Source: an optimization exercise on an open RTL-to-GDS flow (aim: small area and a short achievable clock period). Production flows keep margins and buffers that such runs may drop.
Only simulation tests tie the RTL to the original design; equivalence was not proved.

Setup of run A:
==> flow/design.v (excerpt) <==
module nectx (
    input             clk,
    input             rst,
    input      [31:0] top,
    input             host_we,
    input      [2:0]  host_addr,
    input      [31:0] host_wdata,
    output reg [31:0] host_rdata,
    output     [31:0] carrier
);
export LEC_CHECK = 0
export ABC_AREA = 1
export CAP_MARGIN = 20
export CORE_MARGIN = 2
export CORE_UTILIZATION = 65
export SLEW_MARGIN = 20
create_clock -name core_clock -period 40.0 [get_ports {clk}]
standard.sh (not shown) runs the stock make flow with config.mk's settings and CLKGATE_MAP_FILE= SYNTH_SCRIPT=/design/flow/synth_recipe.tcl, a recipe that flattens the netlist after the stock synthesis.
==> flow/flow/run.sh <==
#!/bin/bash
# The standard layout (the standard.sh: standard synthesis, floorplan,
# placement, CTS, routing), except that the port buffers are buf_1 cells
# instead of the default clkdlybuf4s50_1 delay cells, and the resizer's
# setup repair aims for 22.5 ns of slack at the 40 ns clock (a 17.5 ns
# period) instead of 0, so it also sizes up the paths that set the
# achieved period.
set -euo pipefail
export BUFFER_PORTS_ARGS="-buffer_cell sky130_fd_sc_hd__buf_1"
export SETUP_SLACK_MARGIN=22.5
bash standard.sh finish > standard.log 2>&1
diff inputs: run A => run B
==> flow/flow/run.sh <==
#!/bin/bash
# The standard layout (the standard.sh: standard synthesis, floorplan,
# placement, CTS, routing), except that the port buffers are buf_2 cells
# instead of the default clkdlybuf4s50_1 delay cells, and the resizer's
# setup repair aims for 22.5 ns of slack at the 40 ns clock (a 17.5 ns
# period) instead of 0, so it also sizes up the paths that set the
# achieved period.
set -euo pipefail
export BUFFER_PORTS_ARGS="-buffer_cell sky130_fd_sc_hd__buf_2"
export SETUP_SLACK_MARGIN=22.5
bash standard.sh finish > standard.log 2>&1
--- outcome ---
Run B finished every step from synthesis to the final layout, and the layout passed the timing, design-rule and antenna checks.
Delta (run B minus run A): area overhead of the layout relative to synthesis now sits at about the same level, worst setup slack after layout now sits higher, largest fanout on the critical path now sits higher.
| buffer share of cell area | higher: run B |
Per the comparison of run B with run A, via count did not really move; leftover overflow at the end of global routing did not really move; sum of routed wire length over all layers went down.
Inputs modified between run B and run C:
- CORE_UTILIZATION: 65 -> 55
--- outcome ---
Looking at run B and run C, the synthesized netlist net count is a wash. Post-route minimum period was higher in run C than in run B.
--- input diff run C..run D ---
==> flow/flow/run.sh <==
#!/bin/bash
# The standard layout (the standard.sh: standard synthesis, floorplan,
# placement, CTS, routing), except that the port buffers are buf_2 cells
# instead of the default clkdlybuf4s50_1 delay cells, and the resizer's
# setup repair aims for 22.65 ns of slack at the 40 ns clock (a 17.35 ns
# period) instead of 0, so it also sizes up the paths that set the
# achieved period.
set -euo pipefail
export BUFFER_PORTS_ARGS="-buffer_cell sky130_fd_sc_hd__buf_2"
export SETUP_SLACK_MARGIN=22.65
bash standard.sh finish > standard.log 2>&1
Results
- Comparing run D against run C, there is no change at all in number of antenna violations at the first check in global routing.
- Against run C, run D reports a final area that is higher.
- Comparing run D and run C, the higher sequential share of layout area is on run C.

========
## run 1
Another version of the RTL of nectx (not shown whole).
==> flow/config.mk <==
export PLATFORM = sky130hd
export DESIGN_NAME = nectx
export DESIGN_NICKNAME = nectx
export VERILOG_FILES = /design/flow/design.v
export SDC_FILE = /design/flow/constraint.sdc
export NUM_CORES = 4
export LEC_CHECK = 0
export ABC_AREA = 1
export CAP_MARGIN = 20
export CORE_MARGIN = 2
export CORE_UTILIZATION = 40
export SLEW_MARGIN = 20
==> flow/constraint.sdc <==
create_clock -name core_clock -period 40.0 [get_ports {clk}]
set_input_delay 8.0000 -clock core_clock [delete_from_list [all_inputs] [get_ports {clk}]]
set_output_delay 8.0000 -clock core_clock [all_outputs]
set_load 0.01 [all_outputs]
==> flow/flow/run.sh <==
#!/bin/bash
# The standard layout (the standard.sh: standard synthesis, floorplan,
# placement, CTS, routing), except that the port buffers are buf_2 cells
# instead of the default clkdlybuf4s50_1 delay cells, and the resizer's
# setup repair aims for 23 ns of slack at the 40 ns clock (a 17 ns
# period) instead of 0, so it also sizes up the paths that set the
# achieved period.
set -euo pipefail
export BUFFER_PORTS_ARGS="-buffer_cell sky130_fd_sc_hd__buf_2"
export SETUP_SLACK_MARGIN=23
bash standard.sh finish > standard.log 2>&1
> inputs changed (run 1 -> run 2)
- CORE_UTILIZATION changed from 40 to 88
==> flow/run.sh (new file) <==
#!/bin/bash
# synth_recipe.tcl (not shown) runs the flow's synth.tcl, then flattens the netlist and writes it again
# the make line also repeats each setting of config.mk as NAME=value (left out here)
make -C /OpenROAD-flow-scripts/flow DESIGN_CONFIG=/design/flow/config.mk WORK_HOME=/design/flow/orfs CLKGATE_MAP_FILE= SYNTH_SCRIPT=/design/flow/synth_recipe.tcl finish
removed: flow/flow/run.sh
removed: flow/standard.sh
Findings:
- Initial cell density of the core delta for run 2 relative to run 1: 49 points higher
- No final results exist for run 2, since it was stopped by error GPL-0301 during 3_1_place_gp_skip_io.
- Between run 1 and run 2, the difference in fraction of registers with async set/reset is negligible.
- Looking at number of cell rows, run 2 sits below run 1.
- Die boundary width, run 2 vs run 1: down by more than a quarter
- Run 2 -> run 1: gate count after technology mapping delta 0, exact match
- Summary of run 2 over run 1: chip height went down by 32%; number of library cell types mapped by synthesis comparable.
### run 2 -> run 3
- CORE_UTILIZATION changed from 88 to 40
## What came out
- From run 2 to run 3 the numbers moved as follows: number of different library cells in the post-synthesis netlist held steady; mean post-synth cell area held steady.
- Run 3 has placement row count above what run 2 had.
- Run 2 → run 3: post-synthesis xor/xnor area fraction roughly the same; starting utilization of the core area went down 49 points; post-synthesis share of cell area spent on and, or, nand and nor gates shows no meaningful change.
- Run 2 -> run 3: total standard cell area after synthesis delta 0, exact match
- Note that the horizontal die dimension recorded for run 3 amounts to 1.5 times the value seen in run 2.
- Of run 3 and run 2, just one finished clean: run 3.
- Tool error GPL-0301 stopped run 2 during 3_1_place_gp_skip_io; no final results.
- Comparing run 3 and run 2, the lower floorplan die height is on run 2.
- Proportion of synthesized flip-flops having asynchronous set or reset: run 2 vs run 3 — no meaningful difference

static timing again, ports no longer ideal:
Ports are ideal in the flow. The routed layouts listed here were re-timed in OpenROAD. Step 1 (the two cells are an assumption about what drives the block):
set clk [get_ports {clk}]
set_driving_cell -lib_cell sky130_fd_sc_hd__clkbuf_16 $clk
set_driving_cell -lib_cell sky130_fd_sc_hd__buf_2 [delete_from_list [all_inputs] $clk]
Step 2 adds t to the input delays and takes it off the output delays; t is the mean of the earliest and latest rising clock arrival at the registers after step 1. Input paths then give back, and output paths get back, about the clock's delay inside the block. Slacks: ideal ports / drivers / drivers and shift; pairs: ideal ports / drivers.
run | shift t [ns] | setup slack, ns | worst setup path at the end | slew at the worst register clock pin (ns)
run A | 0.484 | 22.518 / 22.495 / 22.495 | input to output | 0.08 / 0.08
run B | 0.476 | 22.568 / 22.547 / 22.547 | input to output | 0.07 / 0.07
run C | 0.500 | 22.479 / 22.458 / 22.458 | input to output | 0.08 / 0.08
run D | 0.500 | 22.646 / 22.619 / 22.620 | input to output | 0.08 / 0.08
run 1 | 0.636 | 22.650 / 22.577 / 22.577 | input to output | 0.07 / 0.07
run 3 | 0.624 | 21.223 / 21.201 / 21.201 | input to output | 0.06 / 0.06
After both steps setup and hold are still met in every run listed. For run 1, which loses most, drivers alone change the setup slack by -0.073 ns; drivers and shift together by -0.073 ns.
